Background: an optimization exercise with open tools, aiming at small area, a short achievable clock period and few clock cycles. Do not read the settings as production practice. In this exercise RTL edits were held to simulation tests only and were not proved equivalent to the original. No activity file was given, so power comes from the tool's default toggle rates.

--- flow/config.mk ---
export PLATFORM = sky130hd
export DESIGN_NAME = cpuex_core
export DESIGN_NICKNAME = cpuex_core
export VERILOG_FILES = /design/flow/design.v
export SDC_FILE = /design/flow/constraint.sdc
export NUM_CORES = 4
export LEC_CHECK = 0
export CAP_MARGIN = 20
export CORE_MARGIN = 2
export CORE_UTILIZATION = 50
export CTS_CLUSTER_DIAMETER = 100
export CTS_CLUSTER_SIZE = 20
export PLACE_DENSITY = 0.65
export SETUP_SLACK_MARGIN = 4
export SLEW_MARGIN = 20
export BUFFER_PORTS_ARGS = -buffer_cell sky130_fd_sc_hd__buf_4
--- flow/constraint.sdc ---
create_clock -name core_clock -period 8.0 [get_ports {clk}]
set_input_delay 1.6000 -clock core_clock [delete_from_list [all_inputs] [get_ports {clk}]]
set_output_delay 1.6000 -clock core_clock [all_outputs]
set_load 0.01 [all_outputs]
--- flow/design.v ---
module cpuex_core (
    input  wire        clk,
    input  wire        rst,
    output reg         mem_req,
    output reg         mem_we,
    output reg  [31:0] mem_addr,
    output reg  [31:0] mem_wdata,
    input  wire [31:0] mem_rdata,
    input  wire        mem_ready,
    output reg         out_valid,
    output reg  [1:0]  out_kind,
    output reg  [31:0] out_data,
    output reg         done,
    output reg  [2:0]  status,
    output reg  [31:0] fault_val,
    output wire [31:0] pc_out
);
  localparam [31:0] SP_INIT   = 32'h0000_3FFC;
  localparam [31:0] HALT_ADDR = 32'hFFFF_FFF0;
  localparam [13:0] MAX_STEPS = 14'd10000;
  localparam [2:0] ST_HALTED = 3'd0;
  localparam [2:0] ST_ENDED  = 3'd1;
  localparam [2:0] ST_BOUND  = 3'd2;
  localparam [2:0] ST_AFAULT = 3'd3;
  localparam [2:0] ST_IFAULT = 3'd4;
  localparam [1:0] EV_INT   = 2'd0;
  localparam [1:0] EV_CHAR  = 2'd1;
  localparam [1:0] EV_SBYTE = 2'd2;
  localparam [1:0] EV_SEND  = 2'd3;
  reg [31:0] fpc;          
  reg        iv;           
  reg [31:0] ipc;          
  reg [31:0] ir;           
  reg [31:0] a, b;         
  reg        ptk;          
  reg [31:0] alt;          
  reg        c_wr;         
  reg [4:0]  c_wa;
  reg        c_imm;        
  reg        c_sub;        
  reg        c_and, c_or, c_slt, c_sh, c_srl, c_link, c_sum;
  reg        c_step;       
  reg        c_br, c_beq, c_jr, c_mem, c_sw, c_sys;
  reg [13:0] steps;        
  reg        m_mem;        
  reg        m_str;        
  reg        m_sw;         
  reg        m_bad;        
  reg        m_adv;        
  reg [31:0] maddr;        
  reg [4:0]  mrt;          
  reg [31:0] mwd;          
  reg        ev_v;         
  reg [1:0]  ev_k;         
  reg [7:0]  ev_b;         
  reg [1:0]  fsrc;         
  reg [31:0] rf [1:31];
  reg [31:1] vld;
  assign pc_out = ipc;
  function [31:0] add32(input [31:0] x, input [31:0] y, input cin);
    reg [31:0] g, p, gg, pp;
    integer s, j;
    begin
      g  = x & y;
      p  = x ^ y;
      gg = g;
      pp = p;
      gg[0] = g[0] | (p[0] & cin);
      for (s = 1; s < 32; s = s * 2)
        for (j = 31; j >= s; j = j - 1) begin
          gg[j] = gg[j] | (pp[j] & gg[j-s]);
          pp[j] = pp[j] & pp[j-s];
        end
      add32 = p ^ {gg[30:0], cin};
    end
  endfunction
  wire [4:0]  shamt = ir[10:6];
  wire [31:0] simm  = {{16{ir[15]}}, ir[15:0]};
  wire [31:0] r2 = rf[2] & {32{vld[2]}};
  wire [31:0] r4 = rf[4] & {32{vld[4]}};
  wire [31:0] opb  = c_imm ? simm : b;
  wire [31:0] sum  = add32(a, c_sub ? ~opb : opb, c_sub);
  wire        lt   = (a[31] ^ opb[31]) ? a[31] : sum[31];
  function [31:0] rev32(input [31:0] x);
    integer n;
    for (n = 0; n < 32; n = n + 1) rev32[n] = x[31-n];
  endfunction
  wire [31:0] shin  = c_srl ? b : rev32(b);
  wire [31:0] shr   = shin >> shamt;
  wire [31:0] shres = c_srl ? shr : rev32(shr);
  wire        x_ex    = !m_mem;
  wire [31:0] alu_res = ({32{c_and & x_ex}}  & (a & b))
                      | ({32{c_or & x_ex}}   & (a | b))
                      | ({32{c_slt & x_ex}}  & {31'd0, lt})
                      | ({32{c_sh & x_ex}}   & shres)
                      | ({32{c_link & x_ex}} & alt)
                      | ({32{c_sum & x_ex}}  & sum)
                      | ({32{m_mem}}         & mem_rdata);
  wire        ea_bad  = (|sum[31:14]) | ((&sum[13:2]) & (|sum[1:0]));
  wire        taken   = (a == b) == c_beq;
  wire sys1  = r2 == 32'd1;
  wire sys11 = r2 == 32'd11;
  wire sys4  = r2 == 32'd4;
  wire sys10 = r2 == 32'd10;
  wire e_go    = iv && !done && !m_mem && !m_str;
  wire e_halt  = ipc == HALT_ADDR;
  wire e_bound = steps >= MAX_STEPS;
  wire e_bad   = ipc > 32'h0000_3FFC;
  wire e_exec  = e_go && !e_halt && !e_bound && !e_bad;
  wire        f_run  = !done && !m_mem && !m_str;
  wire        f_ok   = f_run && mem_ready;
  wire [5:0]  f_op    = mem_rdata[31:26];
  wire [4:0]  f_rs    = mem_rdata[25:21];
  wire [4:0]  f_rt    = mem_rdata[20:16];
  wire [4:0]  f_rd    = mem_rdata[15:11];
  wire [5:0]  f_fn    = mem_rdata[5:0];
  wire        f_r     = f_op == 6'h00;
  wire        f_add   = f_r && f_fn == 6'h20;
  wire        f_sub   = f_r && f_fn == 6'h22;
  wire        f_and   = f_r && f_fn == 6'h24;
  wire        f_or    = f_r && f_fn == 6'h25;
  wire        f_slt   = f_r && f_fn == 6'h2A;
  wire        f_sll   = f_r && f_fn == 6'h00;
  wire        f_srl   = f_r && f_fn == 6'h02;
  wire        f_jr    = f_r && f_fn == 6'h08;
  wire        f_sys   = f_r && f_fn == 6'h0C;
  wire        f_addi  = f_op == 6'h08;
  wire        f_slti  = f_op == 6'h0A;
  wire        f_lw    = f_op == 6'h23;
  wire        f_sw    = f_op == 6'h2B;
  wire        f_beq   = f_op == 6'h04;
  wire        f_bne   = f_op == 6'h05;
  wire        f_j     = f_op == 6'h02;
  wire        f_jal   = f_op == 6'h03;
  wire        f_rtype = f_add | f_sub | f_and | f_or | f_slt | f_sll | f_srl;
  wire        f_jmp  = f_j || f_jal;
  wire        f_same = f_rs == f_rt;
  wire        f_ptk  = (f_beq && f_same) || (f_bne && !f_same);
  wire [31:0] f_p4   = fpc + 32'd4;
  wire [31:0] f_bt   = add32(fpc, {{14{mem_rdata[15]}}, mem_rdata[15:0], 2'b00}, 1'b0);
  wire [31:0] f_jt   = {fpc[31:28], mem_rdata[25:0], 2'b00};
  wire [31:0] f_next = f_jmp ? f_jt : f_ptk ? f_bt : f_p4;
  wire [31:0] f_alt  = (f_ptk || f_jmp) ? f_p4 : f_bt;
  wire [7:0] sbyte = mem_rdata[7:0];
  wire       s_rd  = m_str && !maddr[14];    
  always @* begin
    mem_req   = !done && (m_mem ? !m_bad : m_str ? !maddr[14] : 1'b1);
    mem_we    = m_mem & m_sw & !m_bad;
    mem_addr  = (m_mem | m_str) ? maddr : fpc;
    mem_wdata = mwd;
  end
  always @* begin
    out_valid = ev_v;
    out_kind  = ev_k;
    out_data  = ev_k[1] ? {24'd0, ev_b} : ev_k[0] ? {24'd0, r4[7:0]} : r4;
  end
  localparam [1:0] FV_IPC = 2'd0, FV_MADDR = 2'd1, FV_IR = 2'd2, FV_R4 = 2'd3;
  always @* begin
    case (fsrc)
      FV_IPC:   fault_val = ipc;
      FV_MADDR: fault_val = maddr;
      FV_IR:    fault_val = ir;
      default:  fault_val = r4;
    endcase
  end
  wire        rf_we    = m_mem ? (mem_ready && !m_sw && !m_bad) : (e_exec && c_wr);
  wire [4:0]  rf_waddr = m_mem ? mrt : c_wa;
  wire [31:0] rf_wdata = alu_res;
  wire        rf_wnz   = rf_we && rf_waddr != 5'd0;
  integer i;
  always @(posedge clk) begin
    for (i = 1; i < 32; i = i + 1)
      if (rf_we && rf_waddr == i)
        rf[i] <= rf_wdata;
    if (rst) rf[29] <= SP_INIT;
  end
  always @(posedge clk) begin
    if (rst) begin
      vld     <= 31'd0;
      vld[29] <= 1'b1;
    end else if (rf_wnz) begin
      vld[rf_waddr] <= 1'b1;
    end
  end
  wire [31:0] dec_a = 32'd1 << f_rs;
  wire [31:0] dec_b = 32'd1 << f_rt;
  wire [31:1] sel_a = vld & dec_a[31:1];
  wire [31:1] sel_b = vld & dec_b[31:1];
  reg  [31:0] ra, rb;
  integer k;
  always @* begin
    ra = 32'd0;
    rb = 32'd0;
    for (k = 1; k < 32; k = k + 1) begin
      ra = ra | (rf[k] & {32{sel_a[k]}});
      rb = rb | (rf[k] & {32{sel_b[k]}});
    end
  end
  wire fwd_a = rf_wnz && rf_waddr == f_rs;
  wire fwd_b = rf_wnz && rf_waddr == f_rt;
  reg        e_end;        
  reg        e_redir;      
  reg [31:0] e_tgt;
  reg        e_step;       
  always @* begin
    e_end   = 1'b0;
    e_redir = 1'b0;
    e_tgt   = alt;
    e_step  = 1'b0;
    if (m_mem) begin
      e_step = mem_ready && !m_bad;
      e_end  = m_bad;
    end else if (m_str) begin
      e_step = s_rd && mem_ready && sbyte == 8'd0;
      e_end  = maddr[14];
    end else if (e_go) begin
      if (e_halt || e_bound || e_bad) begin
        e_end = 1'b1;
      end else if (c_step) begin
        e_step = 1'b1;
      end else if (c_mem) begin
        e_end = 1'b0;
      end else if (c_br) begin
        e_step  = 1'b1;
        e_redir = taken != ptk;
      end else if (c_jr) begin
        e_step  = 1'b1;
        e_redir = 1'b1;
        e_tgt   = a;
      end else if (c_sys && (sys1 || sys11)) begin
        e_step = 1'b1;
      end else if (c_sys && sys4) begin
        e_end = r4 >= 32'h0000_4000;
      end else begin
        e_end = 1'b1;
      end
    end
  end
  wire [11:0] smc_d  = maddr[13:2] - ipc[13:2];
  wire        smc    = m_sw && iv && (smc_d == 12'd0 || smc_d == 12'd1 || smc_d == 12'hFFF);
  wire [31:0] ipc_m4 = ipc - 32'd4;
  wire [4:0]  irs    = ir[25:21];
  wire [4:0]  irt    = ir[20:16];
  always @(posedge clk) begin
    if (rst) begin
      fpc       <= 32'd0;
      ipc       <= 32'd0;
      iv        <= 1'b0;
      steps     <= 14'd0;
      m_mem     <= 1'b0;
      m_str     <= 1'b0;
      ev_v      <= 1'b0;
      done      <= 1'b0;
      status    <= 3'd0;
    end else begin
      if (e_step) steps <= steps + 14'd1;
      if (m_str) begin
        ev_v <= s_rd && mem_ready;
        ev_k <= (sbyte == 8'd0) ? EV_SEND : EV_SBYTE;
        ev_b <= sbyte;
      end else begin
        ev_v <= e_exec && c_sys && (sys1 || sys11);
        ev_k <= sys11 ? EV_CHAR : EV_INT;
      end
      if (m_mem) begin
        if (m_bad) begin
          if (m_adv) ipc <= ipc_m4;
        end else if (mem_ready) begin
          m_mem <= 1'b0;
          if (smc) begin
            iv  <= 1'b0;
            fpc <= ipc;
          end
          if (!m_sw && mrt != 5'd0 && irs == mrt) a <= mem_rdata;
          if (!m_sw && mrt != 5'd0 && irt == mrt) b <= mem_rdata;
        end
      end else if (m_str) begin
        if (e_end) begin
          if (m_adv) ipc <= ipc_m4;
        end else if (mem_ready) begin
          if (sbyte == 8'd0) m_str <= 1'b0;
          maddr[14:0] <= maddr[14:0] + 15'd1;
        end
      end else begin
        if (f_ok) begin
          if (!e_end) ir <= mem_rdata;
          alt    <= f_alt;
          ptk    <= f_ptk;
          a      <= fwd_a ? rf_wdata : ra;
          b      <= fwd_b ? rf_wdata : rb;
          c_wr   <= f_rtype | f_addi | f_slti | f_jal;
          c_wa   <= f_rtype ? f_rd : f_jal ? 5'd31 : f_rt;
          c_imm  <= f_addi | f_slti | f_lw | f_sw;
          c_sub  <= f_sub | f_slt | f_slti;
          c_and  <= f_and;
          c_or   <= f_or;
          c_slt  <= f_slt | f_slti;
          c_sh   <= f_sll | f_srl;
          c_srl  <= f_srl;
          c_link <= f_jal;
          c_sum  <= f_add | f_sub | f_addi;
          c_step <= f_rtype | f_addi | f_slti | f_j | f_jal;
          c_br   <= f_beq | f_bne;
          c_beq  <= f_beq;
          c_jr   <= f_jr;
          c_mem  <= f_lw | f_sw;
          c_sw   <= f_sw;
          c_sys  <= f_sys;
          if (!e_end) ipc <= fpc;
        end
        if (e_redir) begin
          iv  <= 1'b0;
          fpc <= e_tgt;
        end else if (f_ok) begin
          iv  <= 1'b1;
          fpc <= f_next;
        end else if (e_go) begin
          iv  <= 1'b0;
        end
      end
      if (m_mem) begin
        if (m_bad) begin
          m_mem <= 1'b0;
          done <= 1'b1; status <= ST_AFAULT; fsrc <= FV_MADDR;
        end
      end else if (m_str) begin
        if (e_end) begin
          m_str <= 1'b0;
          done <= 1'b1; status <= ST_AFAULT; fsrc <= FV_MADDR;
        end
      end else if (e_go) begin
        if (e_halt) begin
          done <= 1'b1; status <= ST_HALTED;
        end else if (e_bound) begin
          done <= 1'b1; status <= ST_BOUND;
        end else if (e_bad) begin
          done <= 1'b1; status <= ST_AFAULT; fsrc <= FV_IPC;
        end else if (c_mem) begin
          m_mem <= 1'b1;
          m_bad <= ea_bad;
          m_adv <= f_ok;
          m_sw  <= c_sw;
          maddr <= sum;
          mrt   <= irt;
          mwd   <= b;
        end else if (c_sys && sys4) begin
          if (e_end) begin
            done <= 1'b1; status <= ST_AFAULT; fsrc <= FV_R4;
          end else begin
            m_str <= 1'b1;
            m_adv <= f_ok;
            maddr <= {17'd0, r4[14:0]};
          end
        end else if (c_sys && sys10) begin
          done <= 1'b1; status <= ST_ENDED;
        end else if (e_end) begin
          done <= 1'b1; status <= ST_IFAULT; fsrc <= FV_IR;
        end
      end
    end
  end
endmodule
--- flow/flow/run.sh ---
#!/bin/bash
# The standard layout (standard.sh), with the input and output ports buffered
# by buf_4 cells instead of the delay buffers buffer_ports picks by default.
set -e
export BUFFER_PORTS_ARGS="-buffer_cell sky130_fd_sc_hd__buf_4"
echo "export BUFFER_PORTS_ARGS = -buffer_cell sky130_fd_sc_hd__buf_4" >> "$FLOW_CONFIG"
bash standard.sh > standard.log 2>&1
--- flow/standard.sh ---
#!/bin/bash
# synth_recipe.tcl (not shown) runs the flow's synth.tcl, then flattens the netlist and writes it again
# the make line also repeats each setting of config.mk as NAME=value (left out here)
make -C /OpenROAD-flow-scripts/flow DESIGN_CONFIG=/design/flow/config.mk WORK_HOME=/design/flow/orfs CLKGATE_MAP_FILE= SYNTH_SCRIPT=/design/flow/synth_recipe.tcl "${@:-finish}"
==> results.py <==
metrics = {
    "power_and_ir_drop": {
        "p_leak_nw": 27.3,
        "ir_drop_v": 0.000214,
        "power_density_nw_per_um2": 203,
        "power.total_w": 0.0162,
    },
    "sta": {
        "slew_violations": 0,
        "setup_viol": 0,
        "slew_headroom": 0.143,
        "timing.fmax_ghz": 0.235,
        "rsz0062_at_grt": "true",
        "worstMarginPinSlew_ps": 1270,
        "fin_skew_ps": 46.7,
        "finalCritPeriodShare": 0.532,
        "tns_ps": 0,
        "hold_viol": 0,
        "period_needed_ps": 4250,
    },
    "drt": {
        "met3_length_mm": 68.6,
        "first_pass_iters": 11,
        "met1Wirelength_mm": 122,
        "vias": 67600,
        "highest_layer": "met5",
        "drt-wirelength-per-cell_um": 48.0,
        "antenna_left": 0,
        "dr_wl_met2_mm": 151,
        "wl_mm": 388,
        "drc_errors": 0,
        "vias_per_cell": 8.35,
        "dr.first_iter.drc_count": 15700,
    },
    "critical_path": {
        "critical_path_class": "flip-flop to flip-flop",
        "end_kind": "flip-flop",
        "critPathArrivalTime_ps": 4870,
        "reg2reg_from": "c_imm",
        "crit_fanout": 5,
        "startpoint": "c_imm",
        "start_kind": "flip-flop",
        "crit_required_ps": 8610,
    },
    "die": {
        "die_area_um2": 141000,
        "core_area_um2": 137000,
        "boundaryPins": 204,
        "num_rows": 136,
        "initial_core_util": 0.503,
        "die_w_um": 376,
        "dieHeight_um": 376,
    },
    "synth": {
        "synth_area_per_cell_um2": 11.7,
        "synth_cells": 5921,
        "yosys_warnings": 2,
        "synth-edff-count": 1195,
        "synth_ff_type": "edfxtp_1",
        "synth_top_area_frac": 0.519,
        "yosys-top-cells-area": "edfxtp_1, dfxtp_1, a22oi_1",
        "ys_top_cells_by_count": "edfxtp_1, nand2_1, nor2_1",
        "ys_types": 94,
        "yosysTopAreaCell": "edfxtp_1",
        "synth-seq-area-share": 0.562,
        "synth.most_common_cell": "edfxtp_1",
        "synthArstFlopShare": 0,
        "ys_ff_latch": 1344,
        "syn_area_um2": 69100,
        "synthesis.nets": 6112,
    },
    "clocking": {
        "root_buffer": "clkbuf_16",
        "cts_buffers": 78,
        "cts_hold_buf": 0,
        "path_clk_slew_ps": 90,
        "clk_latency_ps": 760,
        "clock_path_buffers": 3,
        "cts_tree": "built",
        "cts_sinks": 1344,
        "htreeDepth": 3,
    },
    "run_status": {
        "status": "timing/DRC/antenna clean",
    },
    "finish": {
        "drive_gt1_frac": 0.197,
        "area_growth_pct": 15.8,
        "final_nets": 6387,
    },
    "global_routing": {
        "grt_max_degree": 65,
        "grt_use_total": 0.527,
        "grt-ovfl-total": 0,
        "grt_pass1_vias": 59800,
        "grt_pass1_wl_mm": 508,
        "antenna_found_initial": 41,
    },
    "worst_hold_path": {
        "min_path_type": "flip-flop to flip-flop",
        "hp-start": "c_sw",
    },
    "place": {
        "port_buffers": 203,
        "dp.final_hpwl_mm": 235,
        "gp_congestion": 1.09,
    },
    "job": {
        "drv_cap": 0,
    },
}
[placed cells by master (no fill, tap or decap), types with 44 or more instances in the layout]
| cell type | netlist | layout |
|---|---|---|
| nand4_1 | 186 | 186 |
| xnor2_1 | 117 | 106 |
| a222oi_1 | 70 | 70 |
| nand2_1 | 409 | 396 |
| dfxtp_1 | 149 | 144 |
| buf_6 | 1 | 44 |
| xor2_1 | 64 | 60 |
| clkbuf_16 | 0 | 85 |
| ha_1 | 153 | 139 |
| a22o_1 | 275 | 275 |
| o22ai_1 | 45 | 45 |
| nand3_1 | 116 | 112 |
| edfxtp_1 | 1195 | 1195 |
| mux2i_1 | 65 | 56 |
| o21ai_0 | 160 | 135 |
| buf_4 | 2 | 547 |
| clkbuf_1 | 378 | 52 |
| and2_1 | 86 | 81 |
| a221oi_1 | 296 | 295 |
| nor2_1 | 392 | 350 |
| inv_1 | 144 | 134 |
| o21ai_1 | 83 | 87 |
| nor3_1 | 106 | 74 |
| a21oi_1 | 241 | 211 |
| a22oi_1 | 390 | 386 |
| mux4_2 | 68 | 68 |
| and3_4 | 0 | 44 |
[worst paths after layout]
kind	to	depth (start not counted)	slack, ps
setup reg to reg	m_bad	17	3750
hold reg to reg	m_sw	0	450
hold / removal	m_sw	0	450
setup / recovery	m_bad	17	3750
[report_power, final]
part | leakage [nW] | internal, W | switching, W
combinational | 14.2 | 0.00116 | 0.00237
sequential | 12.0 | 0.00806 | 0.000236
clock | 1.09 | 0.00188 | 0.00250
total | 27.3 | 0.0111 | 0.00511
[sequential cells by signal (all words and copies together), names as in the netlist, 2 cells and up]
signal	cells
b	32
a	32
vld	31
ev_b	8
ev_k	2
alt	32
mwd	32
ipc	32
status	3
ir	32
mrt	5
steps	14
fpc	32
maddr	32
c_wa	5
rf	992
fsrc	2
[cells by family after synthesis]
| logic type | share of synthesized area |
|---|---|
| and+or+nand+nor | 0.114 |
| adders and majority gates | 0.0286 |
| xor gates and xnor gates | 0.0229 |
| AOI/OAI and AO/OA | 0.201 |
| DFF | 0.562 |
| muxes | 0.0380 |
| buffers and inverters | 0.0340 |
[what timing repair did]
| action | 4_1_cts | 5_1_grt |
|---|---|---|
| buffers inserted | 151 | 79 |
| pin swaps | 67 | 60 |
| setup endpoints to repair | 2071 | 1008 |
| gates cloned | 18 | 13 |
| hold endpoints to repair | 0 | 0 |
| resized for setup | 248 | 205 |
[per-layer routing]
metal / vias up / global-route usage
met3: 2810 / 0.279
met1: 32200 / 0.604
met5: - / 0.0367
met4: 52 / 0.445
met2: 8215 / 0.716
li1: 24300 / -
[worst max-delay path: stages (launching register included)]
cell      delay [ps]
edfxtp_1         390
buf_6            160
buf_6            130
mux2i_1          120
xnor2_1          160
ha_1             370
buf_4            140
nand3_1          100
mux2i_4          190
buf_4            160
o32ai_1          100
xnor2_1          720
nand4_1          180
nor4_1           250
nand2_1           90
nor4_1           620
nor4_2           100
nand4_1          130
[per-stage QoR]
step / utilization / cells / worst slack (ps) / hold slack, ps / cell area, um^2
after floorplan: - / 5921 / 3860 / 400 / 69200
after global placement: 0.533 / 7649 / 2520 / 408 / 73200
after detailed placement: 0.533 / 7649 / 2350 / 428 / 73200
after CTS: 0.569 / 7958 / 3830 / 451 / 78100
after global routing: 0.582 / 8056 / 3660 / 468 / 79900
final: 0.583 / 8093 / 3750 / 447 / 80000
[area by class of cell]
cell class	count	area, um^2
antenna	43	108
multi-input combinational	3973	30200
clock inverter	10	149
inverter	150	604
tap	1794	2240
fill	11300	57300
clock buffer	130	2150
timing repair inverter	11	82.6
timing repair buffer	638	5590
sequential	1344	38900
Testbench counts, summed over its fixed seeds: cycles 50,719.

[static timing again, ports no longer ideal]
The results above use ideal ports. As a check the final layout listed here was re-extracted and re-timed, cells and wires unchanged.
Step 1 sets driving cells, clkbuf_16 on the clock port and buf_2 on the other inputs (assumed; they add their load-dependent delay and slew).
Step 2 also shifts input and output timing later by t, the mid clock arrival at the registers, as if the neighbouring blocks saw the same clock.
Three values: ideal ports, drivers, drivers and shift; two values: the first two.
t (ns): 0.825
setup slack, ns: 3.747 / 3.747 / 2.984
worst hold slack (ns): 0.447 / 0.447 / 0.447
slew at the worst register clock pin (ns): 0.10 / 0.10
After both steps setup and hold are still met in this run. For this run, drivers alone change the setup slack by 0.000 ns; drivers and shift together by -0.763 ns.
